This is an optimization exercise on Yosys and OpenROAD, whose aim is small area, a short achievable clock period and few clock cycles, not a production implementation.
In this exercise RTL edits were held to simulation tests only and were not proved equivalent to the original.
Power figures rest on the tool's default switching activity, not on a simulated workload.

## flow/design.v (module list and top-level ports; edited modules follow where they fit)
// module m402_decoder: 1085 lines
module m402_decoder (
    input  wire        clk,
    input  wire        rst,
    input  wire        in_valid,
    output wire        in_ready,
    input  wire        in_pvalid,
    input  wire [6:0]  in_plen,
    input  wire [87:0] in_payload,
    input  wire [15:0] in_addr,
    output reg         out_valid,
    output reg  [3:0]  out_result,
    output reg         out_vld,
    output reg  [31:0] out_value
);
  // ...
==> flow/run.sh <==
#!/bin/bash
# synth_recipe.tcl (not shown) runs the flow's synth.tcl, then flattens the netlist and writes it again
# the make line also repeats each setting of config.mk as NAME=value (left out here)
make -C /OpenROAD-flow-scripts/flow DESIGN_CONFIG=/design/flow/config.mk WORK_HOME=/design/flow/orfs CLKGATE_MAP_FILE= SYNTH_SCRIPT=/design/flow/synth_recipe.tcl finish
==> flow/config.mk <==
export PLATFORM = sky130hd
export DESIGN_NAME = m402_decoder
export DESIGN_NICKNAME = m402_decoder
export VERILOG_FILES = /design/flow/design.v
export SDC_FILE = /design/flow/constraint.sdc
export NUM_CORES = 4
export LEC_CHECK = 0
export CAP_MARGIN = 20
export CORE_MARGIN = 2
export CORE_UTILIZATION = 40
export PLACE_DENSITY = 0.6
export SETUP_SLACK_MARGIN = 5
export SLEW_MARGIN = 20
==> flow/constraint.sdc <==
create_clock -name core_clock -period 10.0 [get_ports {clk}]
set_input_delay 2.0000 -clock core_clock [delete_from_list [all_inputs] [get_ports {clk}]]
set_output_delay 2.0000 -clock core_clock [all_outputs]
set_load 0.01 [all_outputs]
==> qor.yml, run 1 <==
drt-initial-drc-count: 8272
multi_input_area_um2: 39500
regArea_um2: 16600
irDropWorstVdd_mv: 1.00
dp_cells: 8495
synth_top_family_by_area: "compound AO/OA/AOI/OAI gates"
skew_ns: 0.0383
inverters: 344
clock_latency_ns: 0.70
yosys.cell_types.count: 105
cts_htree_levels: 3
slowest_stage: "ha_1"
root_buffer: "clkbuf_16"
fin_area_um2: 65500
row_count: 141
syn_avg_cell_area_um2: 8.65
synth_ff_type: "dfxtp_1"
synth.largest_area_cell: "dfxtp_1"
min_to: "m_sign"
pg_seq_mw: 5.39
ios: 154
period_share_pct: 51.6
port_buffers: 143
viasPerCell: 6.67
status: "timing/DRC/antenna clean"
post_cts_buffers: 2
p_total_mw: 29.4
synthesis.instances: 6905
cts.path.max_buffers: 3
largest_class: "multi-input combinational cells"
grt_pass1_vias: 54856
postLayoutSetupSlackWorst_ns: 4.84
ys_top_cells_by_area: "dfxtp_1 (17%), edfxtp_1 (11%), fa_1 (9.3%), ha_1 (5.9%), a221oi_1 (5.4%)"
period_minus_slack_ns: 5.16
sh_seq_area_pct: 25.4
ant_nets: 0
power_leader: "combinational logic"
Testbench counts, summed over its fixed seeds: cycles 2,534.
==> run 2: changes to the inputs <==
--- a/flow/design.v
+++ b/flow/design.v
@@ -7,20 +7,20 @@
     input  wire [6:0]  in_plen,
     input  wire [87:0] in_payload,
     input  wire [15:0] in_addr,
     output reg         out_valid,
     output reg  [3:0]  out_result,
     output reg         out_vld,
     output reg  [31:0] out_value
 );
-    localparam [128*32-1:0] TAB_HI = {32'h80000000, 32'h80000000, 32'h80000000, 32'h80000000, 32'h80000000, 32'h80000000, 32'h80000000, 32'h80000000, 32'h80000000, 32'hc428d05a, 32'hf5330471, 32'h993fe2c6, 32'hbf8fdb78, 32'hef73d256, 32'h95a86376, 32'hbb127c53, 32'he9d71b68, 32'h92267121, 32'hb6b00d69, 32'he45c10c4, 32'h8eb98a7a, 32'hb267ed19, 32'hdf01e85f, 32'h8b61313b, 32'hae397d8a, 32'hd9c7dced, 32'h881cea14, 32'haa242499, 32'hd4ad2dbf, 32'h84ec3c97, 32'ha6274bbd, 32'hcfb11ead, 32'h81ceb32c, 32'ha2425ff7, 32'hcad2f7f5, 32'hfd87b5f2, 32'h9e74d1b7, 32'hc6120625, 32'hf79687ae, 32'h9abe14cd, 32'hc16d9a00, 32'hf1c90080, 32'h971da050, 32'hbce50864, 32'hec1e4a7d, 32'h9392ee8e, 32'hb877aa32, 32'he69594be, 32'h901d7cf7, 32'hb424dc35, 32'he12e1342, 32'h8cbccc09, 32'hafebff0b, 32'hdbe6fece, 32'h89705f41, 32'habcc7711, 32'hd6bf94d5, 32'h8637bd05, 32'ha7c5ac47, 32'hd1b71758, 32'h83126e97, 32'ha3d70a3d, 32'hcccccccc, 32'h80000000, 32'h80000000, 32'h80000000, 32'h80000000, 32'h80000000, 32'h80000000, 32'h80000000, 32'h80000000, 32'h80000000, 32'h80000000, 32'h80000000, 32'h80000000, 32'h80000000, 32'h80000000, 32'h80000000, 32'h80000000, 32'h80000000, 32'h80000000, 32'h80000000, 32'h80000000, 32'h80000000, 32'h80000000, 32'h80000000, 32'h80000000, 32'h80000000, 32'h80000000, 32'h96769950, 32'hf0bdc21a, 32'hc097ce7b, 32'h9a130b96, 32'hf684df56, 32'hc5371912, 32'h9dc5ada8, 32'hfc6f7c40, 32'hc9f2c9cd, 32'ha18f07d7, 32'h813f3978, 32'hcecb8f27, 32'ha56fa5b9, 32'h84595161, 32'hd3c21bce, 32'ha968163f, 32'h87867832, 32'hd8d726b7, 32'had78ebc5, 32'h8ac72304, 32'hde0b6b3a, 32'hb1a2bc2e, 32'h8e1bc9bf, 32'he35fa931, 32'hb5e620f4, 32'h9184e72a, 32'he8d4a510, 32'hba43b740, 32'h9502f900, 32'hee6b2800, 32'hbebc2000, 32'h98968000, 32'hf4240000, 32'hc3500000, 32'h9c400000, 32'hfa000000, 32'hc8000000, 32'ha0000000, 32'h80000000};
-    localparam [128*32-1:0] TAB_LO = {32'h0, 32'h0, 32'h0, 32'h0, 32'h0, 32'h0, 32'h0, 32'h0, 32'h0, 32'ha4751e4c, 32'h4d9265df, 32'hd07b7fab, 32'h849a5f96, 32'ha5c0f77c, 32'h27989aad, 32'hb17ec159, 32'h9dde71af, 32'h62ab070d, 32'hbb55c8d1, 32'h2a2b3b05, 32'h9a5b04e3, 32'h40f1c61c, 32'h912e37a3, 32'hbabce2c6, 32'ha96c1b77, 32'h53c72255, 32'h545c7575, 32'h697392d2, 32'hc3d07787, 32'hda624ab4, 32'hd0fadd61, 32'h453994ba, 32'h4b43fcf4, 32'h5e14fc31, 32'h359a3b3e, 32'h8300ca0d, 32'h91e07e48, 32'h76589dda, 32'hd3eec551, 32'h44753b52, 32'h95928a27, 32'hbaf72cb1, 32'h74da7bee, 32'h92111aea, 32'hb69561a5, 32'h921d5d07, 32'h36a4b449, 32'hc44de15b, 32'h3ab0acd9, 32'h95cd80f, 32'h4bb40e13, 32'h6f5088cb, 32'hcb24aafe, 32'hbdedd5be, 32'h36b4a597, 32'h8461cefc, 32'he57a42bc, 32'haf6c69b5, 32'h1b478423, 32'he219652b, 32'h8d4fdf3b, 32'h70a3d70a, 32'hcccccccc, 32'h0, 32'h0, 32'h0, 32'h0, 32'h0, 32'h0, 32'h0, 32'h0, 32'h0, 32'h0, 32'h0, 32'h0, 32'h0, 32'h0, 32'h0, 32'h0, 32'h0, 32'h0, 32'h0, 32'h0, 32'h0, 32'h0, 32'h0, 32'h0, 32'h0, 32'h0, 32'hb50d88f4, 32'hbb48db20, 32'hc90715b3, 32'h3a6c115c, 32'hc3e01bc6, 32'h364ce305, 32'h2b70b59d, 32'h45812296, 32'h4674ede, 32'h36b90be5, 32'hf8940984, 32'hf4200f3a, 32'h9019a5c8, 32'h401484a0, 32'hcceda100, 32'ha57b400, 32'h6eac9000, 32'h177a8000, 32'hac620000, 32'h89e80000, 32'h76400000, 32'hc5000000, 32'h4000000, 32'ha0000000, 32'h80000000, 32'h0, 32'h0, 32'h0, 32'h0, 32'h0, 32'h0, 32'h0, 32'h0, 32'h0, 32'h0, 32'h0, 32'h0, 32'h0, 32'h0};
-    localparam [128*10-1:0] TAB_E  = {10'h0, 10'h0, 10'h0, 10'h0, 10'h0, 10'h0, 10'h0, 10'h0, 10'h0, 10'h36b, 10'h36e, 10'h372, 10'h375, 10'h378, 10'h37c, 10'h37f, 10'h382, 10'h386, 10'h389, 10'h38c, 10'h390, 10'h393, 10'h396, 10'h39a, 10'h39d, 10'h3a0, 10'h3a4, 10'h3a7, 10'h3aa, 10'h3ae, 10'h3b1, 10'h3b4, 10'h3b8, 10'h3bb, 10'h3be, 10'h3c1, 10'h3c5, 10'h3c8, 10'h3cb, 10'h3cf, 10'h3d2, 10'h3d5, 10'h3d9, 10'h3dc, 10'h3df, 10'h3e3, 10'h3e6, 10'h3e9, 10'h3ed, 10'h3f0, 10'h3f3, 10'h3f7, 10'h3fa, 10'h3fd, 10'h1, 10'h4, 10'h7, 10'hb, 10'he, 10'h11, 10'h15, 10'h18, 10'h1b, 10'h1f, 10'h0, 10'h0, 10'h0, 10'h0, 10'h0, 10'h0, 10'h0, 10'h0, 10'h0, 10'h0, 10'h0, 10'h0, 10'h0, 10'h0, 10'h0, 10'h0, 10'h0, 10'h0, 10'h0, 10'h0, 10'h0, 10'h0, 10'h0, 10'h0, 10'h0, 10'h9d, 10'h99, 10'h96, 10'h93, 10'h8f, 10'h8c, 10'h89, 10'h85, 10'h82, 10'h7f, 10'h7c, 10'h78, 10'h75, 10'h72, 10'h6e, 10'h6b, 10'h68, 10'h64, 10'h61, 10'h5e, 10'h5a, 10'h57, 10'h54, 10'h50, 10'h4d, 10'h4a, 10'h46, 10'h43, 10'h40, 10'h3c, 10'h39, 10'h36, 10'h32, 10'h2f, 10'h2c, 10'h28, 10'h25, 10'h22, 10'h1f};
-    localparam [128*34-1:0] TAB_HI3 = {34'h180000000, 34'h180000000, 34'h180000000, 34'h180000000, 34'h180000000, 34'h180000000, 34'h180000000, 34'h180000000, 34'h180000000, 34'h24c7a710e, 34'h2df990d53, 34'h1cbbfa852, 34'h23eaf9268, 34'h2ce5b7702, 34'h1c0f92a62, 34'h2313774f9, 34'h2bd855238, 34'h1b6735363, 34'h22410283b, 34'h2ad14324c, 34'h1ac2c9f6e, 34'h21737c74b, 34'h29d05b91d, 34'h1a22393b1, 34'h20aac789e, 34'h28d5796c7, 34'h19856be3c, 34'h1fe6c6dcb, 34'h27e07893d, 34'h18ec4b5c5, 34'h1f275e337, 34'h26f135c07, 34'h1856c1984, 34'h1e6c71fe5, 34'h26078e7df, 34'h2f89721d6, 34'h1db5e7525, 34'h25236126f, 34'h2e6c3970a, 34'h1d03a3e67, 34'h24448ce00, 34'h2d55b0180, 34'h1c558e0f0, 34'h236af192c, 34'h2c45adf77, 34'h1bab8cbaa, 34'h22966fe96, 34'h2b3c0be3a, 34'h1b05876e5, 34'h21c6e949f, 34'h2a38a39c6, 34'h1a636641b, 34'h20fc3fd21, 34'h293b4fc6a, 34'h19c511dc3, 34'h203656533, 34'h2843ebe7f, 34'h192a7370f, 34'h1f75104d5, 34'h275254608, 34'h189374bc5, 34'h1eb851eb7, 34'h266666664, 34'h180000000, 34'h180000000, 34'h180000000, 34'h180000000, 34'h180000000, 34'h180000000, 34'h180000000, 34'h180000000, 34'h180000000, 34'h180000000, 34'h180000000, 34'h180000000, 34'h180000000, 34'h180000000, 34'h180000000, 34'h180000000, 34'h180000000, 34'h180000000, 34'h180000000, 34'h180000000, 34'h180000000, 34'h180000000, 34'h180000000, 34'h180000000, 34'h180000000, 34'h180000000, 34'h1c363cbf0, 34'h2d239464e, 34'h241c76b71, 34'h1ce3922c2, 34'h2e38e9e02, 34'h24fa54b36, 34'h1d95108f8, 34'h2f54e74c0, 34'h25dd85d67, 34'h1e4ad1785, 34'h183bdac68, 34'h26c62ad75, 34'h1f04ef12b, 34'h18d0bf423, 34'h27b46536a, 34'h1fc3842bd, 34'h196936896, 34'h28a857425, 34'h2086ac34f, 34'h1a055690c, 34'h29a2241ae, 34'h214e8348a, 34'h1aa535d3d, 34'h2aa1efb93, 34'h221b262dc, 34'h1b48eb57e, 34'h2ba7def30, 34'h22ecb25c0, 34'h1bf08eb00, 34'h2cb417800, 34'h23c346000, 34'h1c9c38000, 34'h2dc6c0000, 34'h249f00000, 34'h1d4c00000, 34'h2ee000000, 34'h258000000, 34'h1e0000000, 34'h180000000};
+    localparam [128*32-1:0] TAB_HI = {32'h81ceb32c, 32'ha2425ff7, 32'hcad2f7f5, 32'hfd87b5f2, 32'h9e74d1b7, 32'hc6120625, 32'hf79687ae, 32'h9abe14cd, 32'hc16d9a00, 32'hc428d05a, 32'hf5330471, 32'h993fe2c6, 32'hbf8fdb78, 32'hef73d256, 32'h95a86376, 32'hbb127c53, 32'he9d71b68, 32'h92267121, 32'hb6b00d69, 32'he45c10c4, 32'h8eb98a7a, 32'hb267ed19, 32'hdf01e85f, 32'h8b61313b, 32'hae397d8a, 32'hd9c7dced, 32'h881cea14, 32'haa242499, 32'hd4ad2dbf, 32'h84ec3c97, 32'ha6274bbd, 32'hcfb11ead, 32'h81ceb32c, 32'ha2425ff7, 32'hcad2f7f5, 32'hfd87b5f2, 32'h9e74d1b7, 32'hc6120625, 32'hf79687ae, 32'h9abe14cd, 32'hc16d9a00, 32'hf1c90080, 32'h971da050, 32'hbce50864, 32'hec1e4a7d, 32'h9392ee8e, 32'hb877aa32, 32'he69594be, 32'h901d7cf7, 32'hb424dc35, 32'he12e1342, 32'h8cbccc09, 32'hafebff0b, 32'hdbe6fece, 32'h89705f41, 32'habcc7711, 32'hd6bf94d5, 32'h8637bd05, 32'ha7c5ac47, 32'hd1b71758, 32'h83126e97, 32'ha3d70a3d, 32'hcccccccc, 32'h80000000, 32'hfc6f7c40, 32'hc9f2c9cd, 32'ha18f07d7, 32'h813f3978, 32'hcecb8f27, 32'ha56fa5b9, 32'h84595161, 32'hd3c21bce, 32'ha968163f, 32'h87867832, 32'hd8d726b7, 32'had78ebc5, 32'h8ac72304, 32'hde0b6b3a, 32'hb1a2bc2e, 32'h8e1bc9bf, 32'he35fa931, 32'hb5e620f4, 32'h9184e72a, 32'he8d4a510, 32'hba43b740, 32'h9502f900, 32'hee6b2800, 32'hbebc2000, 32'h98968000, 32'h96769950, 32'hf0bdc21a, 32'hc097ce7b, 32'h9a130b96, 32'hf684df56, 32'hc5371912, 32'h9dc5ada8, 32'hfc6f7c40, 32'hc9f2c9cd, 32'ha18f07d7, 32'h813f3978, 32'hcecb8f27, 32'ha56fa5b9, 32'h84595161, 32'hd3c21bce, 32'ha968163f, 32'h87867832, 32'hd8d726b7, 32'had78ebc5, 32'h8ac72304, 32'hde0b6b3a, 32'hb1a2bc2e, 32'h8e1bc9bf, 32'he35fa931, 32'hb5e620f4, 32'h9184e72a, 32'he8d4a510, 32'hba43b740, 32'h9502f900, 32'hee6b2800, 32'hbebc2000, 32'h98968000, 32'hf4240000, 32'hc3500000, 32'h9c400000, 32'hfa000000, 32'hc8000000, 32'ha0000000, 32'h80000000};
+    localparam [128*32-1:0] TAB_LO = {32'h4b43fcf4, 32'h5e14fc31, 32'h359a3b3e, 32'h8300ca0d, 32'h91e07e48, 32'h76589dda, 32'hd3eec551, 32'h44753b52, 32'h95928a27, 32'ha4751e4c, 32'h4d9265df, 32'hd07b7fab, 32'h849a5f96, 32'ha5c0f77c, 32'h27989aad, 32'hb17ec159, 32'h9dde71af, 32'h62ab070d, 32'hbb55c8d1, 32'h2a2b3b05, 32'h9a5b04e3, 32'h40f1c61c, 32'h912e37a3, 32'hbabce2c6, 32'ha96c1b77, 32'h53c72255, 32'h545c7575, 32'h697392d2, 32'hc3d07787, 32'hda624ab4, 32'hd0fadd61, 32'h453994ba, 32'h4b43fcf4, 32'h5e14fc31, 32'h359a3b3e, 32'h8300ca0d, 32'h91e07e48, 32'h76589dda, 32'hd3eec551, 32'h44753b52, 32'h95928a27, 32'hbaf72cb1, 32'h74da7bee, 32'h92111aea, 32'hb69561a5, 32'h921d5d07, 32'h36a4b449, 32'hc44de15b, 32'h3ab0acd9, 32'h95cd80f, 32'h4bb40e13, 32'h6f5088cb, 32'hcb24aafe, 32'hbdedd5be, 32'h36b4a597, 32'h8461cefc, 32'he57a42bc, 32'haf6c69b5, 32'h1b478423, 32'he219652b, 32'h8d4fdf3b, 32'h70a3d70a, 32'hcccccccc, 32'h0, 32'h45812296, 32'h4674ede, 32'h36b90be5, 32'hf8940984, 32'hf4200f3a, 32'h9019a5c8, 32'h401484a0, 32'hcceda100, 32'ha57b400, 32'h6eac9000, 32'h177a8000, 32'hac620000, 32'h89e80000, 32'h76400000, 32'hc5000000, 32'h4000000, 32'ha0000000, 32'h80000000, 32'h0, 32'h0, 32'h0, 32'h0, 32'h0, 32'h0, 32'h0, 32'hb50d88f4, 32'hbb48db20, 32'hc90715b3, 32'h3a6c115c, 32'hc3e01bc6, 32'h364ce305, 32'h2b70b59d, 32'h45812296, 32'h4674ede, 32'h36b90be5, 32'hf8940984, 32'hf4200f3a, 32'h9019a5c8, 32'h401484a0, 32'hcceda100, 32'ha57b400, 32'h6eac9000, 32'h177a8000, 32'hac620000, 32'h89e80000, 32'h76400000, 32'hc5000000, 32'h4000000, 32'ha0000000, 32'h80000000, 32'h0, 32'h0, 32'h0, 32'h0, 32'h0, 32'h0, 32'h0, 32'h0, 32'h0, 32'h0, 32'h0, 32'h0, 32'h0, 32'h0};
+    localparam [128*16-1:0] TAB_E  = {16'h3b8, 16'h3bb, 16'h3be, 16'h3c1, 16'h3c5, 16'h3c8, 16'h3cb, 16'h3cf, 16'h3d2, 16'h36b, 16'h36e, 16'h372, 16'h375, 16'h378, 16'h37c, 16'h37f, 16'h382, 16'h386, 16'h389, 16'h38c, 16'h390, 16'h393, 16'h396, 16'h39a, 16'h39d, 16'h3a0, 16'h3a4, 16'h3a7, 16'h3aa, 16'h3ae, 16'h3b1, 16'h3b4, 16'h3b8, 16'h3bb, 16'h3be, 16'h3c1, 16'h3c5, 16'h3c8, 16'h3cb, 16'h3cf, 16'h3d2, 16'h3d5, 16'h3d9, 16'h3dc, 16'h3df, 16'h3e3, 16'h3e6, 16'h3e9, 16'h3ed, 16'h3f0, 16'h3f3, 16'h3f7, 16'h3fa, 16'h3fd, 16'h1, 16'h4, 16'h7, 16'hb, 16'he, 16'h11, 16'h15, 16'h18, 16'h1b, 16'h1f, 16'h85, 16'h82, 16'h7f, 16'h7c, 16'h78, 16'h75, 16'h72, 16'h6e, 16'h6b, 16'h68, 16'h64, 16'h61, 16'h5e, 16'h5a, 16'h57, 16'h54, 16'h50, 16'h4d, 16'h4a, 16'h46, 16'h43, 16'h40, 16'h3c, 16'h39, 16'h36, 16'h9d, 16'h99, 16'h96, 16'h93, 16'h8f, 16'h8c, 16'h89, 16'h85, 16'h82, 16'h7f, 16'h7c, 16'h78, 16'h75, 16'h72, 16'h6e, 16'h6b, 16'h68, 16'h64, 16'h61, 16'h5e, 16'h5a, 16'h57, 16'h54, 16'h50, 16'h4d, 16'h4a, 16'h46, 16'h43, 16'h40, 16'h3c, 16'h39, 16'h36, 16'h32, 16'h2f, 16'h2c, 16'h28, 16'h25, 16'h22, 16'h1f};
+    localparam [128*64-1:0] TAB_HI3 = {64'h1856c1984, 64'h1e6c71fe5, 64'h26078e7df, 64'h2f89721d6, 64'h1db5e7525, 64'h25236126f, 64'h2e6c3970a, 64'h1d03a3e67, 64'h24448ce00, 64'h24c7a710e, 64'h2df990d53, 64'h1cbbfa852, 64'h23eaf9268, 64'h2ce5b7702, 64'h1c0f92a62, 64'h2313774f9, 64'h2bd855238, 64'h1b6735363, 64'h22410283b, 64'h2ad14324c, 64'h1ac2c9f6e, 64'h21737c74b, 64'h29d05b91d, 64'h1a22393b1, 64'h20aac789e, 64'h28d5796c7, 64'h19856be3c, 64'h1fe6c6dcb, 64'h27e07893d, 64'h18ec4b5c5, 64'h1f275e337, 64'h26f135c07, 64'h1856c1984, 64'h1e6c71fe5, 64'h26078e7df, 64'h2f89721d6, 64'h1db5e7525, 64'h25236126f, 64'h2e6c3970a, 64'h1d03a3e67, 64'h24448ce00, 64'h2d55b0180, 64'h1c558e0f0, 64'h236af192c, 64'h2c45adf77, 64'h1bab8cbaa, 64'h22966fe96, 64'h2b3c0be3a, 64'h1b05876e5, 64'h21c6e949f, 64'h2a38a39c6, 64'h1a636641b, 64'h20fc3fd21, 64'h293b4fc6a, 64'h19c511dc3, 64'h203656533, 64'h2843ebe7f, 64'h192a7370f, 64'h1f75104d5, 64'h275254608, 64'h189374bc5, 64'h1eb851eb7, 64'h266666664, 64'h180000000, 64'h2f54e74c0, 64'h25dd85d67, 64'h1e4ad1785, 64'h183bdac68, 64'h26c62ad75, 64'h1f04ef12b, 64'h18d0bf423, 64'h27b46536a, 64'h1fc3842bd, 64'h196936896, 64'h28a857425, 64'h2086ac34f, 64'h1a055690c, 64'h29a2241ae, 64'h214e8348a, 64'h1aa535d3d, 64'h2aa1efb93, 64'h221b262dc, 64'h1b48eb57e, 64'h2ba7def30, 64'h22ecb25c0, 64'h1bf08eb00, 64'h2cb417800, 64'h23c346000, 64'h1c9c38000, 64'h1c363cbf0, 64'h2d239464e, 64'h241c76b71, 64'h1ce3922c2, 64'h2e38e9e02, 64'h24fa54b36, 64'h1d95108f8, 64'h2f54e74c0, 64'h25dd85d67, 64'h1e4ad1785, 64'h183bdac68, 64'h26c62ad75, 64'h1f04ef12b, 64'h18d0bf423, 64'h27b46536a, 64'h1fc3842bd, 64'h196936896, 64'h28a857425, 64'h2086ac34f, 64'h1a055690c, 64'h29a2241ae, 64'h214e8348a, 64'h1aa535d3d, 64'h2aa1efb93, 64'h221b262dc, 64'h1b48eb57e, 64'h2ba7def30, 64'h22ecb25c0, 64'h1bf08eb00, 64'h2cb417800, 64'h23c346000, 64'h1c9c38000, 64'h2dc6c0000, 64'h249f00000, 64'h1d4c00000, 64'h2ee000000, 64'h258000000, 64'h1e0000000, 64'h180000000};
     wire stall;                
     reg  b_rp;                 
     wire [7:0] p0   = in_payload[7:0];
     wire [7:0] p1   = in_payload[15:8];
     wire [7:0] p2   = in_payload[23:16];
     wire [7:0] p3   = in_payload[31:24];
     wire [7:0] pn   = in_payload[47:40];
     wire [7:0] siex = in_payload[55:48];
@@ -66,17 +66,17 @@
     wire        z2 = (s2[31:28] == 4'd0);
     wire [31:0] s3 = z2 ? {s2[27:0], 4'd0} : s2;
     wire        z1 = (s3[31:30] == 2'd0);
     wire [31:0] s4 = z1 ? {s3[29:0], 2'd0} : s3;
     wire        z0 = !s4[31];
     wire [31:0] xn = z0 ? {s4[30:0], 1'b0} : s4;
     wire        xz = !xn[31];
     wire [31:0] chi  = TAB_HI[{a_k, 5'd0} +: 32];
-    wire [33:0] chi3 = TAB_HI3[a_k * 34 +: 34];
+    wire [33:0] chi3 = TAB_HI3[{a_k, 6'd0} +: 34];
     wire [10:0] bh_s1, bh_s2, bh_s3, bh_s4, bh_neg;
     wire [3:0] bh_t0 = {xn[2], xn[1], xn[0], 1'b0};
     assign bh_s1[0] = (bh_t0 == 4'b0001) | (bh_t0 == 4'b0010) | (bh_t0 == 4'b1101) | (bh_t0 == 4'b1110);
     assign bh_s2[0] = (bh_t0 == 4'b0011) | (bh_t0 == 4'b0100) | (bh_t0 == 4'b1011) | (bh_t0 == 4'b1100);
     assign bh_s3[0] = (bh_t0 == 4'b0101) | (bh_t0 == 4'b0110) | (bh_t0 == 4'b1001) | (bh_t0 == 4'b1010);
     assign bh_s4[0] = (bh_t0 == 4'b0111) | (bh_t0 == 4'b1000);
     assign bh_neg[0] = xn[2];
     wire [3:0] bh_t1 = {xn[5], xn[4], xn[3], xn[2]};
@@ -179,17 +179,17 @@
         end
         b_spec  <= a_hdr || a_mal || xz || a_kinf || a_kzero;
         b_hdr   <= a_hdr;
         b_mal   <= a_mal;
         b_inf   <= a_kinf && !xz;
         b_sign  <= a_sign;
         b_k     <= a_k;
         b_lz    <= {a_lzy, z2, z1, z0};    
-        b_ek    <= TAB_E[a_k * 10 +: 10];
+        b_ek    <= TAB_E[{a_k, 4'd0} +: 10];
     end
     reg         m_valid, m_chk, m_rp;
     reg         m_spec, m_hdr, m_mal, m_inf, m_sign, m_cexact;
     reg  [31:0] m_c;
     reg  [10:0] m_s1, m_s2, m_s3, m_s4, m_neg;
     reg  [63:0] m_r0, m_r1;
     reg  [9:0]  m_ebase;
     wire [5:0]  wa   = m_r0[37:32];
==> run 2 against run 1 <==
Combinational power down 4%; register-to-register slack better by 0.29 ns; non-clock buffer count up 11; global-route usage down 0.44 points; cell count up 0.20%; die area up 0.22%; critical path depth unchanged; core utilization about the same; synthesized cell count up 0.30%; first-iteration DRC count down 3.9%; sequential share of layout area down 0.051 points; worst hold slack worse by 0.0025 ns; critical endpoint is now b_c3[24]; largest cell class unchanged.
==> qor.yml, run 2 <==
ios: 154  # unchanged
drc_errors: 0  # unchanged
synth_ff_type: "dfxtp_1"  # unchanged
relSlewSlack_pct: 11.3  # was 16.4%
dp_cells: 8519  # was 8,495
cts_num_sinks: 719  # unchanged
critPathMostFrequentCell: "buf_4"
synth_edf_count: 218  # unchanged
period_minus_slack_ns: 4.87  # was 5.16 ns
cts_htree_levels: 3  # unchanged
viasPerCell: 6.56  # was 6.67
synth_area_um2: 59900  # was 59,700 µm²
gr-max-usage-layer: "met2"  # unchanged
die_h_um: 391  # was 390 µm
root_buffer: "clkbuf_16"  # unchanged
use_met2_pct: 49.7  # was 49.9%
n_fill_cell: 14576  # was 14,504
final_cell_mix: "nand2_1 (640), dfxtp_1 (476), nor2_1 (426), a21oi_1 (426), o21ai_0 (406)"  # was nand2_1 (624), dfxtp_1 (469), nor2_1 (467)
hold_depth: 0  # unchanged
final_util_pct: 44.3  # was 44.2%
cp_num_cells: 11  # unchanged
dp_hpwl_mm: 183  # was 181 mm
clock_latency_ns: 0.70  # about the same
cp-end-kind: "flop"  # unchanged
top_regs: "c_p x64, e_p x64, m_r0 x64"  # unchanged
cts.path.max_buffers: 3  # unchanged
setup_viol: 0  # unchanged
wl_per_cell_um: 30.5  # was 31.0 µm
powerDensity_nw_per_um2: 435  # was 449 nW/µm²
yosysTopAreaCellShare_pct: 16.8  # about the same
gp_congestion: 1.04  # was 1.02
gr-total-overflow: 0  # unchanged
port_buffers: 143  # unchanged
synth.largest_area_cell: "dfxtp_1"  # unchanged
yosys.cell_types.count: 98  # was 105
drt-pass1-iter-count: 8  # was 11
cp-start-kind: "flop"  # unchanged
skew_ns: 0.0534  # was 0.0383 ns
endpoint: "b_c3[24]"  # was b_c[17]
drive_above_1_share_pct: 7.22  # was 7.10%
synth_commonest_cells: "nand2_1 (642), clkbuf_1 (552), dfxtp_1 (501)"  # was nand2_1 (625), clkbuf_1 (550), dfxtp_1 (501)
syn_to_final_growth_pct: 9.56  # was 9.62%
cts_made_buffers: 81  # unchanged
core_area_um2: 148000  # about the same
maxCapViolCount: 0  # unchanged
critical_path_class: "flop to flop"  # unchanged
synth_seq_area_share_pct: 27.7  # about the same
ant_nets: 0  # unchanged
reg2reg_slack_ns: 5.13  # was 4.84 ns
grt_max_degree: 175  # was 164
finalHoldViolCount: 0  # unchanged
cp.required_ns: 10.53  # was 10.45 ns
fp.dieArea_um2: 153000  # was 152,000 µm²
multi_input_area_um2: 39500  # about the same
drt-initial-drc-count: 7949  # was 8,272
rsz0062_at_grt: "false"  # unchanged
slew_violations: 0  # unchanged
cts_tree: "done"  # unchanged
cts_hold_buf: 0  # unchanged
period_share_pct: 48.7  # was 51.6%
min_path_type: "flop to flop"  # unchanged
initial_utilization_pct: 40.4  # about the same
tns_ns: 0  # unchanged
async_flop_share_pct: 0  # unchanged
num_vias: 56872  # was 57,748
worstPathCellList: "buf_4 -> inv_1 -> ha_1 -> nor2b_2 -> buf_4 -> nor2_1 -> nand2_1 -> o211ai_1 -> o2111ai_1 -> a311oi_1 -> a21oi_1"  # was buf_4 -> inv_1 -> ha_1 -> buf_4 -> inv_1 -> ha_1 -> or2_2 -> a32oi_1 -> o21ai_0 -> a222oi_1 -> o21ai_0
grt_use_met3_pct: 10.5  # was 12.1%
irDropWorstVdd_mv: 0.443  # was 1.00 mV
cp_slowest_stage_delay_ns: 1.03  # was 0.68 ns
die_width_um: 391  # was 390 µm
crit_buf_inv: 3  # was 4
slowest_stage: "a311oi_1"  # was ha_1
pre_cts_ws_ns: 4.33  # was 4.94 ns
final_cells: 8676  # was 8,659
synth.most_common_cell: "nand2_1"  # unchanged
p_leak_nw: 25.8  # was 25.7 nW
hold_ws_ns: 0.324  # was 0.327 ns
startpoint: "a_k[1]"  # unchanged
status: "timing/DRC/antenna clean"  # unchanged
gr-usage-met1_pct: 44.1  # was 43.8%
worstReg2RegStart: "a_k[1]"  # unchanged
antenna_found_initial: 8  # was 19
clock.fmax_mhz: 205  # was 194 MHz
syn_avg_cell_area_um2: 8.64  # was 8.65 µm²
worstReg2RegEnd: "b_c3[24]"  # was b_c[17]
regArea_um2: 16600  # about the same
final_common_cell: "nand2_1"  # unchanged
ys_top_cells_by_area: "dfxtp_1 (17%), edfxtp_1 (11%), fa_1 (9.3%), ha_1 (5.6%), a221oi_1 (5.1%)"  # was dfxtp_1 (17%), edfxtp_1 (11%), fa_1 (9.3%), ha_1 (5.9%), a221oi_1 (5.4%)
path_max_fanout: 21  # was 19
grt_pass1_wl_mm: 381  # was 386 mm
yosys_warnings: 1  # unchanged
routed_wl_mm: 265  # was 268 mm
tightest_slew_ns: 1.32  # was 1.25 ns
clk_pin_slew_ns: 0.06  # about the same
crit_arrival_ns: 5.40  # was 5.61 ns
cp_top_family: "compound AO/OA/AOI/OAI gates"  # unchanged
grt_pass1_vias: 53945  # was 54,856
reg2regPathDepth: 11  # unchanged
num-nets-final: 7338  # was 7,326
row_count: 141  # unchanged
ys_seq_elements: 719  # unchanged
postLayoutSetupSlackWorst_ns: 5.13  # was 4.84 ns
grt_util_all_layers_pct: 33.5  # was 34.0%
synthesis.instances: 6926  # was 6,905
[run 2: through the flow]
stage	power (mW)	instance area (µm²)
floorplan	17.7	59900
global placement	24.5	62700
detailed placement	24.9	62800
CTS	28.1	65600
global route	30.8	65600
finish	28.5	65600
[run 2: how the worst min path moves through the flow]
stage,from,endpoint,slack (ns)
detailed placement,b_sign,m_sign,0.31
global route,b_inf,m_inf,0.33
CTS,b_sign,m_sign,0.33
global placement,b_sign,m_sign,0.31
floorplan,b_hdr,m_hdr,0.31
finish,b_sign,m_sign,0.32
[run 2: cell type report]
| type | count | area share (%) |
|---|---|---|
| multi-input combinational | 5182 | 60.2 |
| clock inverter | 29 | 0.580 |
| sequential | 719 | 25.3 |
| antenna | 3 | 0.0114 |
| timing repair buffer | 341 | 4.58 |
| clock buffer | 122 | 3.61 |
| inverter | 350 | 2.01 |
| tap | 1930 | 3.68 |
[run 2: kinds of logic (layout without fill, tap and decap cells)]
kind of cell	after synthesis	in the layout	share of synthesized area, %
other	1	5	0.00626
AO/OA/AOI/OAI	2286	2286	26.9
multiplexers	182	182	3.65
AND/OR/NAND/NOR	1603	1603	12.1
adder cells (fa/ha/maj)	548	548	14.9
flip-flops	719	719	27.7
buffers and inverters	1026	842	6.52
XOR/XNOR	561	561	8.24
[run 2: per-layer routing]
metal | up-vias | share of wire (%)
li1 | 24841 | -
met1 | 27577 | 40
met2 | 3646 | 42
met3 | 798 | 12
met4 | 10 | 5.8
met5 | - | 0.030
[run 2: power breakdown]
group          total, mW  leakage (nW)  switching, mW  internal [mW]
Combinational       20.1          18.1           12.3           7.85
Sequential          5.36          6.34          0.789           4.57
Clock               3.04          1.35           1.26           1.79
Total               28.5          25.8           14.3           14.2
[run 2: what timing repair did]
action	CTS	global route
buffers inserted	2	0
setup endpoints to repair	1	0
gates resized for setup	10	0
Testbench counts of run 2, summed over its fixed seeds: cycles 2,534.
==> run 3: changes to the inputs <==
--- a/flow/config.mk
+++ b/flow/config.mk
@@ -7,3 +7,3 @@
 export LEC_CHECK = 0
-export CAP_MARGIN = 20
+export CAP_MARGIN = 10
 export CORE_MARGIN = 2
@@ -12,2 +12,2 @@
 export SETUP_SLACK_MARGIN = 5
-export SLEW_MARGIN = 20
+export SLEW_MARGIN = 10
==> run 3 against run 2 <==
Largest power group unchanged; clock skew rose by 0.014 ns; largest cell class unchanged; fmax is essentially flat; count of clock-buffer cells in the layout down 9; sequential power about the same.
==> qor.yml, run 3 <==
die_h_um: 391  # unchanged
p_int_mw: 14.3  # was 14.2 mW
p_leak_nw: 25.9  # was 25.8 nW
gp_congestion: 1.04  # unchanged
reg2regPathDepth: 11  # unchanged
final_common_cell: "nand2_1"  # unchanged
fp.dieArea_um2: 153000  # unchanged
cts.path.max_buffers: 3  # unchanged
final_util_pct: 44.4  # was 44.3%
clockPowerShare_pct: 11.2  # was 10.7%
syn_avg_cell_area_um2: 8.64  # unchanged
ant_nets: 0  # unchanged
synth.most_common_cell: "nand2_1"  # unchanged
p_sw_share_pct: 50.1  # was 50.2%
num-nets-final: 7340  # was 7,338
core_area_um2: 148000  # unchanged
wl_met1_mm: 107  # about the same
startpoint: "a_k[1]"  # unchanged
synth_seq_area_share_pct: 27.7  # unchanged
routed_wl_mm: 265  # about the same
grt_pass1_vias: 54033  # was 53,945
final_cell_mix: "nand2_1 (640), dfxtp_1 (476), nor2_1 (427)"  # was nand2_1 (640), dfxtp_1 (476), nor2_1 (426), a21oi_1 (426), o21ai_0 (406)
dp_hpwl_mm: 182  # was 183 mm
worstReg2RegStart: "a_k[1]"  # unchanged
powerDensity_nw_per_um2: 434  # was 435 nW/µm²
antenna_found_initial: 10  # was 8
synth.largest_area_cell: "dfxtp_1"  # unchanged
async_flop_share_pct: 0  # unchanged
dr_wl_met2_mm: 112  # about the same
ys_top_cells_by_area: "dfxtp_1 (17%), edfxtp_1 (11%), fa_1 (9.3%), ha_1 (5.6%), a221oi_1 (5.1%)"  # unchanged
cp-end-kind: "flop"  # unchanged
top_regs: "c_p x64, e_p x64, m_r0 x64"  # unchanged
finalHoldViolCount: 0  # unchanged
drive_above_1_share_pct: 7.41  # was 7.22%
cts_made_buffers: 83  # was 81
maxCapViolCount: 0  # unchanged
skew_ns: 0.0678  # was 0.0534 ns
tns_ns: 0  # unchanged
synth_commonest_cells: "nand2_1 (642), clkbuf_1 (552), dfxtp_1 (501)"  # unchanged
synth_ff_type: "dfxtp_1"  # unchanged
min_path_type: "flop to flop"  # unchanged
cp.required_ns: 10.49  # was 10.53 ns
gr-total-overflow: 0  # unchanged
synthXorXnorAreaFrac_pct: 8.24  # unchanged
switchingPower_mw: 14.3  # about the same
period_share_pct: 48.7  # about the same
synth_edf_count: 218  # unchanged
fin_area_um2: 65800  # was 65,600 µm²
grt_util_all_layers_pct: 33.6  # was 33.5%
clock_latency_ns: 0.72  # was 0.70 ns
clk_pin_slew_ns: 0.06  # about the same
clock.fmax_mhz: 205  # about the same
power_frac_comb_pct: 70.0  # was 70.6%
viasPerCell: 6.56  # about the same
dp_cells: 8518  # was 8,519
initial_utilization_pct: 40.4  # unchanged
syn_to_final_growth_pct: 9.85  # was 9.56%
pre_cts_ws_ns: 4.31  # was 4.33 ns
slew_violations: 0  # unchanged
rsz0062_at_grt: "false"  # unchanged
crit_arrival_ns: 5.36  # was 5.40 ns
wl_per_cell_um: 30.5  # about the same
worstReg2RegEnd: "b_c3[24]"  # unchanged
hold_ws_ns: 0.332  # was 0.324 ns
p_total_mw: 28.6  # was 28.5 mW
relSlewSlack_pct: 15.4  # was 11.3%
cts_hold_buf: 0  # unchanged
yosys.area_share.simple_pct: 12.1  # unchanged
postPlaceCellArea_um2: 62700  # was 62,800 µm²
hold_depth: 0  # unchanged
synthMuxAreaShare_pct: 3.65  # unchanged
drt-initial-drc-count: 8064  # was 7,949
port_buffers: 143  # unchanged
met3_length_mm: 30.4  # was 30.7 mm
cts_tree: "done"  # unchanged
root_buffer: "clkbuf_16"  # unchanged
ios: 154  # unchanged
reg2reg_slack_ns: 5.13  # about the same
irDropWorstVdd_mv: 0.456  # was 0.443 mV
min_from: "b_neg[3]"  # was b_sign
synthAdderAreaFrac_pct: 14.9  # unchanged
die_width_um: 391  # unchanged
synth_area_um2: 59900  # unchanged
final_cells: 8681  # was 8,676
synthesis.instances: 6926  # unchanged
yosys.cell_types.count: 98  # unchanged
cts_num_sinks: 719  # unchanged
num_vias: 56969  # was 56,872
tightest_slew_ns: 1.26  # was 1.32 ns
row_count: 141  # unchanged
grt_pass1_wl_mm: 382  # was 381 mm
ys_seq_elements: 719  # unchanged
yosys_warnings: 1  # unchanged
topRoutingLayerUsed: "met5"  # unchanged
min_to: "m_neg[3]"  # was m_sign
grt_max_degree: 175  # unchanged
postLayoutSetupSlackWorst_ns: 5.13  # about the same
setup_viol: 0  # unchanged
period_minus_slack_ns: 4.87  # about the same
drt-pass1-iter-count: 9  # was 8
cts_htree_levels: 3  # unchanged
status: "timing/DRC/antenna clean"  # unchanged
drc_errors: 0  # unchanged
synth_top_family_by_area: "compound AO/OA/AOI/OAI gates"  # unchanged
cp-start-kind: "flop"  # unchanged
seqPwrFrac_pct: 18.8  # about the same
critical_path_class: "flop to flop"  # unchanged
path_max_fanout: 21  # unchanged
synth_compound_gate_area_share_pct: 26.9  # unchanged
yosysTopAreaCellShare_pct: 16.8  # unchanged
==> run 3: cell counts after synthesis <==
No cell type changed its count.
==> run 3: worst max path at each step <==
stage                to  slack, ns  cells after the start
2_1_floorplan     e_amb       5.17                      5
3_3_place_gp   a_lzy[1]       4.27                      8
6_report       b_c3[24]       5.13                     11
3_5_place_dp   a_lzy[1]       4.31                      8
5_1_grt        in_ready       5.08                      7
4_1_cts        a_lzy[1]       5.07                      8
==> run 3: final cells by class <==
type                       count  area [µm²]
antenna                        3        7.51
clock buffer                 113        2430
clock inverter                43         508
fill                       14587       82400
inverter                     350        1320
multi-input combinational   5182       39500
sequential                   719       16600
tap                         1930        2410
timing repair buffer         341        3000
==> run 3: power by group through the flow <==
stage               clock [mW]  sequential, mW  combinational [mW]
floorplan                    0            4.93                12.8
global placement             0            5.38                19.1
detailed placement           0            5.39                19.5
CTS                       3.27            5.34                19.6
global route              3.38            5.42                22.2
finish                    3.21            5.36                20.0
==> run 3: layer usage <==
| layer | vias up | global-route usage [%] |
|---|---|---|
| li1 | 24863 | - |
| met2 | 3632 | 50.1 |
| met3 | 801 | 10.1 |
| met4 | 6 | 16.1 |
| met1 | 27667 | 44.3 |
| met5 | - | 0 |
==> run 3: kinds of logic after synthesis <==
kind of cell	after synthesis
buffers and inverters	1026
adder cells (fa/ha/maj)	548
AND/OR/NAND/NOR	1603
XOR/XNOR	561
AO/OA/AOI/OAI	2286
flip-flops	719
multiplexers	182
other	1
==> run 3: what timing repair did <==
action	in CTS	in global routing
cloned	1	0
pin swaps	1	0
resized for setup	10	1
setup endpoints to repair	1	14
buffers inserted	2	0
==> run 3: critical path, cell delays in order (launching register included) <==
cell and delay [ns]:
edfxtp_1 0.32, buf_4 0.42, inv_1 0.42, ha_1 0.60, nor2b_2 0.24, buf_4 0.25
nor2_1 0.61, nand2_1 0.31, o211ai_1 0.26, o2111ai_1 0.18, a311oi_1 0.96, a21oi_1 0.07
==> run 4: changes to the inputs <==
--- a/flow/config.mk
+++ b/flow/config.mk
@@ -7,7 +7,10 @@
 export LEC_CHECK = 0
-export CAP_MARGIN = 10
+export CAP_MARGIN = 20
 export CORE_MARGIN = 2
 export CORE_UTILIZATION = 40
+export CTS_BUF_LIST = sky130_fd_sc_hd__clkbuf_8
+export CTS_CLUSTER_DIAMETER = 60
+export CTS_CLUSTER_SIZE = 12
 export PLACE_DENSITY = 0.6
 export SETUP_SLACK_MARGIN = 5
-export SLEW_MARGIN = 10
+export SLEW_MARGIN = 20
==> run 4 against run 3 <==
Worst hold slack got worse by 0.0037 ns; critical path depth fell by 4; sequential power barely moved; still clean on timing, DRC and antenna; routed wire length fell by 0.16%; global-route usage fell by 0.13 points; die area did not move; synthesized cell count did not move; largest cell class unchanged; worst setup slack improved by 0.046 ns; core utilization fell by 0.78 points; largest power group unchanged.
==> qor.yml, run 4 <==
ys_top_cells_by_area: "dfxtp_1 (17%), edfxtp_1 (11%), fa_1 (9.3%), ha_1 (5.6%), a221oi_1 (5.1%)"  # unchanged
gr-total-overflow: 0  # unchanged
powerDensity_nw_per_um2: 427  # was 434 nW/µm²
final_cell_mix: "nand2_1 (640), dfxtp_1 (476), nor2_1 (426), a21oi_1 (426), o21ai_0 (406)"  # was nand2_1 (640), dfxtp_1 (476), nor2_1 (427)
grt_pass1_vias: 53781  # was 54,033
min_path_type: "flop to flop"  # unchanged
initial_utilization_pct: 40.4  # unchanged
core_area_um2: 148000  # unchanged
clk_pin_slew_ns: 0.07  # was 0.06 ns
port_buffers: 143  # unchanged
die_h_um: 391  # unchanged
drive_above_1_share_pct: 7.18  # was 7.41%
critical_path_class: "flop to output pin"  # was flop to flop
skew_ns: 0.0600  # was 0.0678 ns
dp_hpwl_mm: 183  # was 182 mm
rsz0062_at_grt: "false"  # unchanged
num_vias: 56978  # was 56,969
yosys.cell_types.count: 98  # unchanged
drt-pass1-iter-count: 10  # was 9
maxCapViolCount: 0  # unchanged
cp-end-kind: "output pin"  # was flop
worstPathCellList: "ha_1 -> fa_1 -> nand2_1 -> nor4_4 -> clkbuf_16 -> nor2_4 -> dlygate4sd2_1"  # was buf_4 -> inv_1 -> ha_1 -> nor2b_2 -> buf_4 -> nor2_1 -> nand2_1 -> o211ai_1 -> o2111ai_1 -> a311oi_1 -> a21oi_1
top_regs: "c_p x64, e_p x64, m_r0 x64"  # unchanged
ios: 154  # unchanged
final_cells: 8673  # was 8,681
synth.most_common_cell: "nand2_1"  # unchanged
synth_area_um2: 59900  # unchanged
tns_ns: 0  # unchanged
drc_errors: 0  # unchanged
setup_viol: 0  # unchanged
cp.required_ns: 8.00  # was 10.49 ns
drt-initial-drc-count: 8126  # was 8,064
syn_avg_cell_area_um2: 8.64  # unchanged
grt_max_degree: 175  # unchanged
routed_wl_mm: 264  # was 265 mm
syn_to_final_growth_pct: 7.92  # was 9.85%
finalHoldViolCount: 0  # unchanged
crit_buf_inv: 2  # was 3
viasPerCell: 6.57  # was 6.56
antenna_found_initial: 9  # was 10
p_leak_nw: 25.5  # was 25.9 nW
dp_cells: 8519  # was 8,518
yosysTopAreaCellShare_pct: 16.8  # unchanged
synth_seq_area_share_pct: 27.7  # unchanged
grt_pass1_wl_mm: 380  # was 382 mm
period_minus_slack_ns: 4.82  # was 4.87 ns
synth.largest_area_cell: "dfxtp_1"  # unchanged
cts.path.max_buffers: 3  # unchanged
period_share_pct: 48.2  # was 48.7%
yosys_warnings: 1  # unchanged
fp.dieArea_um2: 153000  # unchanged
grt_util_all_layers_pct: 33.5  # was 33.6%
row_count: 141  # unchanged
wl_per_cell_um: 30.5  # about the same
cts_made_buffers: 82  # was 83
clock.fmax_mhz: 207  # was 205 MHz
synth_ff_type: "dfxtp_1"  # unchanged
synth_commonest_cells: "nand2_1 (642), clkbuf_1 (552), dfxtp_1 (501)"  # unchanged
path_max_fanout: 2  # was 21
slowest_stage: "fa_1"  # was a311oi_1
cts_tree: "done"  # unchanged
root_buffer: "clkbuf_8"  # was clkbuf_16
clock_latency_ns: 0.83  # was 0.72 ns
num-nets-final: 7341  # was 7,340
slew_violations: 0  # unchanged
cts_num_sinks: 719  # unchanged
synthesis.instances: 6926  # unchanged
tightest_slew_ns: 1.38  # was 1.26 ns
gp_congestion: 1.04  # unchanged
cp-start-kind: "flop"  # unchanged
irDropWorstVdd_mv: 0.429  # was 0.456 mV
final_common_cell: "nand2_1"  # unchanged
die_width_um: 391  # unchanged
cp_top_family: "adder cells"  # was compound AO/OA/AOI/OAI gates
ys_seq_elements: 719  # unchanged
synth_edf_count: 218  # unchanged
crit_arrival_ns: 2.82  # was 5.36 ns
cp_slowest_stage_delay_ns: 0.48  # was 0.96 ns
relSlewSlack_pct: 7.32  # was 15.4%
ant_nets: 0  # unchanged
status: "timing/DRC/antenna clean"  # unchanged
async_flop_share_pct: 0  # unchanged
cts_htree_levels: 3  # unchanged
-- run 4: cell counts after synthesis --
No cell type changed its count.
-- run 4: repair_timing --
item / in CTS / in global routing
endpoints found under the setup margin: 1 / 1
buffers inserted: 2 / 2
resized for setup: 10 / 2
pin swaps: 1 / 2
cloned: 1 / 0
hold buffers: 0 / 0
-- run 4: routing by layer --
| metal | routed length, µm | up-vias | track usage, % |
|---|---|---|---|
| met4 | 14600 | 10 | 15.5 |
| met5 | 69 | - | 0 |
| met2 | 112000 | 3723 | 49.8 |
| met3 | 31200 | 751 | 10.1 |
| met1 | 106000 | 27661 | 44.4 |
| li1 | - | 24833 | - |
-- run 4: worst paths after layout --
kind,startpoint,end,slack (ns),cells after the start
min reg2reg,b_sign,m_sign,0.33,0
min,b_sign,m_sign,0.33,0
max reg2reg,a_k[1],b_c3[24],5.19,11
max,m_r0[36],in_ready,5.18,7
-- run 4: area by class of cell --
type / count / area (µm²)
antenna: 6 / 15.0
clock buffer: 88 / 1210
clock inverter: 55 / 539
fill: 14723 / 83600
inverter: 350 / 1320
multi-input combinational: 5182 / 39500
sequential: 719 / 16600
tap: 1930 / 2410
timing repair buffer: 343 / 3010
-- run 4: logic make-up (layout without fill, tap and decap cells) --
kind of cell               after synthesis  in the layout  share of synthesized area (%)
AOI/OAI and AO/OA                     2286           2286                           26.9
and+or+nand+nor                       1603           1603                           12.1
buffers and inverters                 1026            836                           6.52
DFF                                    719            719                           27.7
xor gates and xnor gates               561            561                           8.24
adders and majority gates              548            548                           14.9
muxes                                  182            182                           3.65
other                                    1              8                        0.00626
-- run 4: metrics by stage --
step                      util (%)  setup WS (ns)  total power [mW]  hold slack (ns)  area [µm²]
after global placement        42.3           4.27              24.5            0.312       62700
after detailed placement      42.4           4.33              24.9            0.314       62800
final                         43.6           5.18              27.6            0.328       64600
after floorplan                  -           5.17              17.7            0.310       59900
after CTS                     43.6           5.04              27.2            0.331       64600
after global routing          43.6           5.03              29.9            0.335       64600
-- run 4: report_power, final --
group	total, mW	internal (mW)	leakage, nW	switching (mW)
logic	20.1	7.85	18.1	12.2
registers	5.35	4.56	6.34	0.789
clock network	2.17	1.01	0.982	1.16
total	27.6	13.4	25.5	14.2
==> run 5: changes to the inputs <==
--- a/flow/config.mk
+++ b/flow/config.mk
@@ -10,5 +10,5 @@
 export CORE_UTILIZATION = 40
-export CTS_BUF_LIST = sky130_fd_sc_hd__clkbuf_8
-export CTS_CLUSTER_DIAMETER = 60
-export CTS_CLUSTER_SIZE = 12
+export CTS_BUF_LIST = sky130_fd_sc_hd__clkbuf_16
+export CTS_CLUSTER_DIAMETER = 80
+export CTS_CLUSTER_SIZE = 16
 export PLACE_DENSITY = 0.6
==> run 5 against run 4 <==
Critical path depth rose by 4; register-to-register slack worse by 0.16 ns; non-clock buffer count shrank 2.
==> qor.yml, run 5 <==
period_share_pct: 49.7  # was 48.2%
cts.path.max_buffers: 3  # unchanged
ys_seq_elements: 719  # unchanged
tns_ns: 0  # unchanged
clk_pin_slew_ns: 0.08  # was 0.07 ns
n_fill_cell: 14674  # was 14,723
drive_above_1_share_pct: 6.62  # was 7.18%
initial_utilization_pct: 40.4  # unchanged
synth_ff_type: "dfxtp_1"  # unchanged
multi_input_area_um2: 39500  # about the same
ios: 154  # unchanged
syn_avg_cell_area_um2: 8.64  # unchanged
synth.most_common_cell: "nand2_1"  # unchanged
startpoint: "a_k[1]"  # was m_r0[36]
num-nets-final: 7316  # was 7,341
status: "timing/DRC/antenna clean"  # unchanged
final_common_cell: "nand2_1"  # unchanged
cp.required_ns: 10.49  # was 8.00 ns
setup_viol: 0  # unchanged
crit_arrival_ns: 5.46  # was 2.82 ns
die_h_um: 391  # unchanged
yosys.cell_types.count: 98  # unchanged
antenna_found_initial: 7  # was 9
final_cell_mix: "nand2_1 (640), dfxtp_1 (476), nor2_1 (426), a21oi_1 (426), o21ai_0 (406)"  # unchanged
top_regs: "c_p x64, e_p x64, m_r0 x64"  # unchanged
clock_latency_ns: 0.71  # was 0.83 ns
synth_commonest_cells: "nand2_1 (642), clkbuf_1 (552), dfxtp_1 (501)"  # unchanged
grt_pass1_wl_mm: 379  # was 380 mm
powerDensity_nw_per_um2: 429  # was 427 nW/µm²
gr-total-overflow: 0  # unchanged
drc_errors: 0  # unchanged
fp.dieArea_um2: 153000  # unchanged
dp_hpwl_mm: 183  # unchanged
routed_wl_mm: 264  # about the same
gp_congestion: 1.04  # unchanged
regArea_um2: 16600  # unchanged
min_from: "b_sign"  # unchanged
critical_path_class: "flop to flop"  # was flop to output pin
p_leak_nw: 25.4  # was 25.5 nW
synthesis.instances: 6926  # unchanged
ys_top_cells_by_area: "dfxtp_1 (17%), edfxtp_1 (11%), fa_1 (9.3%), ha_1 (5.6%), a221oi_1 (5.1%)"  # unchanged
grt_pass1_vias: 53878  # was 53,781
cts_hold_buf: 0  # unchanged
yosys_warnings: 1  # unchanged
async_flop_share_pct: 0  # unchanged
port_buffers: 143  # unchanged
pre_cts_ws_ns: 4.33  # unchanged
cts_htree_levels: 2  # was 3
cts_num_sinks: 719  # unchanged
root_buffer: "clkbuf_16"  # was clkbuf_8
viasPerCell: 6.59  # was 6.57
num_vias: 56874  # was 56,978
irDropWorstVdd_mv: 0.441  # was 0.429 mV
min_path_type: "flop to flop"  # unchanged
maxCapViolCount: 0  # unchanged
cp-end-kind: "flop"  # was output pin
period_minus_slack_ns: 4.97  # was 4.82 ns
syn_to_final_growth_pct: 8.15  # was 7.92%
tightest_slew_ns: 1.25  # was 1.38 ns
slew_violations: 0  # unchanged
drt-initial-drc-count: 8254  # was 8,126
wl_per_cell_um: 30.6  # was 30.5 µm
cp-start-kind: "flop"  # unchanged
synth_seq_area_share_pct: 27.7  # unchanged
path_max_fanout: 21  # was 2
synth_area_um2: 59900  # unchanged
grt_util_all_layers_pct: 33.3  # was 33.5%
relSlewSlack_pct: 15.7  # was 7.32%
die_width_um: 391  # unchanged
cts_tree: "done"  # unchanged
ant_nets: 0  # unchanged
row_count: 141  # unchanged
rsz0062_at_grt: "false"  # unchanged
cts_made_buffers: 59  # was 82
clock.fmax_mhz: 201  # was 207 MHz
worstReg2RegStart: "a_k[1]"  # unchanged
finalHoldViolCount: 0  # unchanged
core_area_um2: 148000  # unchanged
skew_ns: 0.0796  # was 0.0600 ns
postLayoutSetupSlackWorst_ns: 5.03  # was 5.18 ns
synth.largest_area_cell: "dfxtp_1"  # unchanged
synth_edf_count: 218  # unchanged
grt_max_degree: 175  # unchanged
yosysTopAreaCellShare_pct: 16.8  # unchanged
drt-pass1-iter-count: 6  # was 10
run 5: cell counts after synthesis:
Identical to the previous run, type by type.
run 5: critical path, cell delays in order, from the launching register on:
cell       delay, ns
edfxtp_1        0.32
buf_4           0.40
inv_1           0.41
ha_1            0.60
nor2b_2         0.24
buf_4           0.26
nor2_1          0.61
nand2_1         0.32
o211ai_1        0.26
o2111ai_1       0.19
a311oi_1        1.10
a21oi_1         0.07
run 5: where the power goes:
part | leakage, nW | internal (mW) | switching, mW
Combinational | 18.1 | 7.85 | 12.3
Clock | 0.982 | 1.17 | 1.14
Sequential | 6.34 | 4.57 | 0.788
run 5: final cells by class:
| cell class | count | area share (%) |
|---|---|---|
| multi-input cells | 5182 | 61.0 |
| flip-flops and latches | 719 | 25.7 |
| repair buffers | 341 | 4.64 |
| well taps | 1930 | 3.73 |
| clock buffers | 60 | 2.32 |
| inverters | 350 | 2.03 |
| clock inverters | 40 | 0.613 |
| diodes | 4 | 0.0155 |
run 5: worst paths after layout:
check | end | slack (ns) | cells after the start
max | b_c3[24] | 5.03 | 11
min | m_sign | 0.33 | 0
max reg2reg | b_c3[24] | 5.03 | 11
min reg2reg | m_sign | 0.33 | 0
run 5: per-layer routing:
layer,global-route usage (%),part of all wire (%),vias to the layer above
met3,9.98,12,775
li1,-,-,24774
met2,49.5,42,3665
met1,44.1,40,27650
met5,0.510,0.058,-
met4,16.0,5.8,10
run 5: logic make-up after synthesis:
family | count (synthesis) | synth area share, %
flip-flops | 719 | 27.7
XOR/XNOR | 561 | 8.24
other | 1 | 0.00626
AO/OA/AOI/OAI | 2286 | 26.9
AND/OR/NAND/NOR | 1603 | 12.1
multiplexers | 182 | 3.65
buffers and inverters | 1026 | 6.52
adder cells (fa/ha/maj) | 548 | 14.9
run 5: metrics by stage:
| step | instances | hold WS (ns) | instance area [µm²] | power, mW | utilization (%) |
|---|---|---|---|---|---|
| floorplan | 6927 | 0.310 | 59900 | 17.7 | - |
| global placement | 8518 | 0.312 | 62700 | 24.5 | 42.3 |
| detailed placement | 8519 | 0.314 | 62800 | 24.9 | 42.4 |
| CTS | 8622 | 0.331 | 64700 | 27.3 | 43.7 |
| global route | 8622 | 0.337 | 64700 | 30.1 | 43.7 |
| finish | 8626 | 0.328 | 64800 | 27.8 | 43.7 |
run 5: what timing repair did:
action | 4_1_cts | 5_1_grt
setup buffers | 2 | 0
gates resized for setup | 10 | 0
endpoints found under the setup margin | 1 | 0

==> afterwards: timing with drivers on the ports <==
The results above use ideal ports. As a check the final layouts listed here were re-extracted and re-timed, cells and wires unchanged.
Step 1: set_driving_cell puts a clkbuf_16 on clk and a buf_2 on each other input, an assumption about the parent block.
Step 2, shift: input delay + t, output delay - t, t = (earliest + latest rising clock arrival at the registers) / 2. This alone moves slack from input paths to output paths.
Slacks: ideal / step 1 / step 2; pairs: ideal / step 1.
run | t, ns | setup slack, ns | worst setup path after step 2 | latest minus earliest clock arrival (ns) | slew at the worst register clock pin (ns)
run 1 | 0.760 | 4.840 / 4.840 / 4.840 | register to register | 0.040 / 0.040 | 0.08 / 0.08
run 2 | 0.756 | 5.128 / 5.128 / 4.647 | input to register | 0.055 / 0.056 | 0.07 / 0.07
run 3 | 0.769 | 5.133 / 5.108 / 4.663 | input to register | 0.068 / 0.068 | 0.07 / 0.07
run 4 | 0.885 | 5.179 / 5.099 / 4.642 | input to register | 0.067 / 0.067 | 0.09 / 0.09
run 5 | 0.760 | 5.028 / 5.028 / 4.695 | input to register | 0.081 / 0.081 | 0.08 / 0.08
After both steps every run listed still meets setup and hold. The setup slack of run 4, which loses most, moves by -0.080 ns with the drivers and by -0.537 ns with both steps.
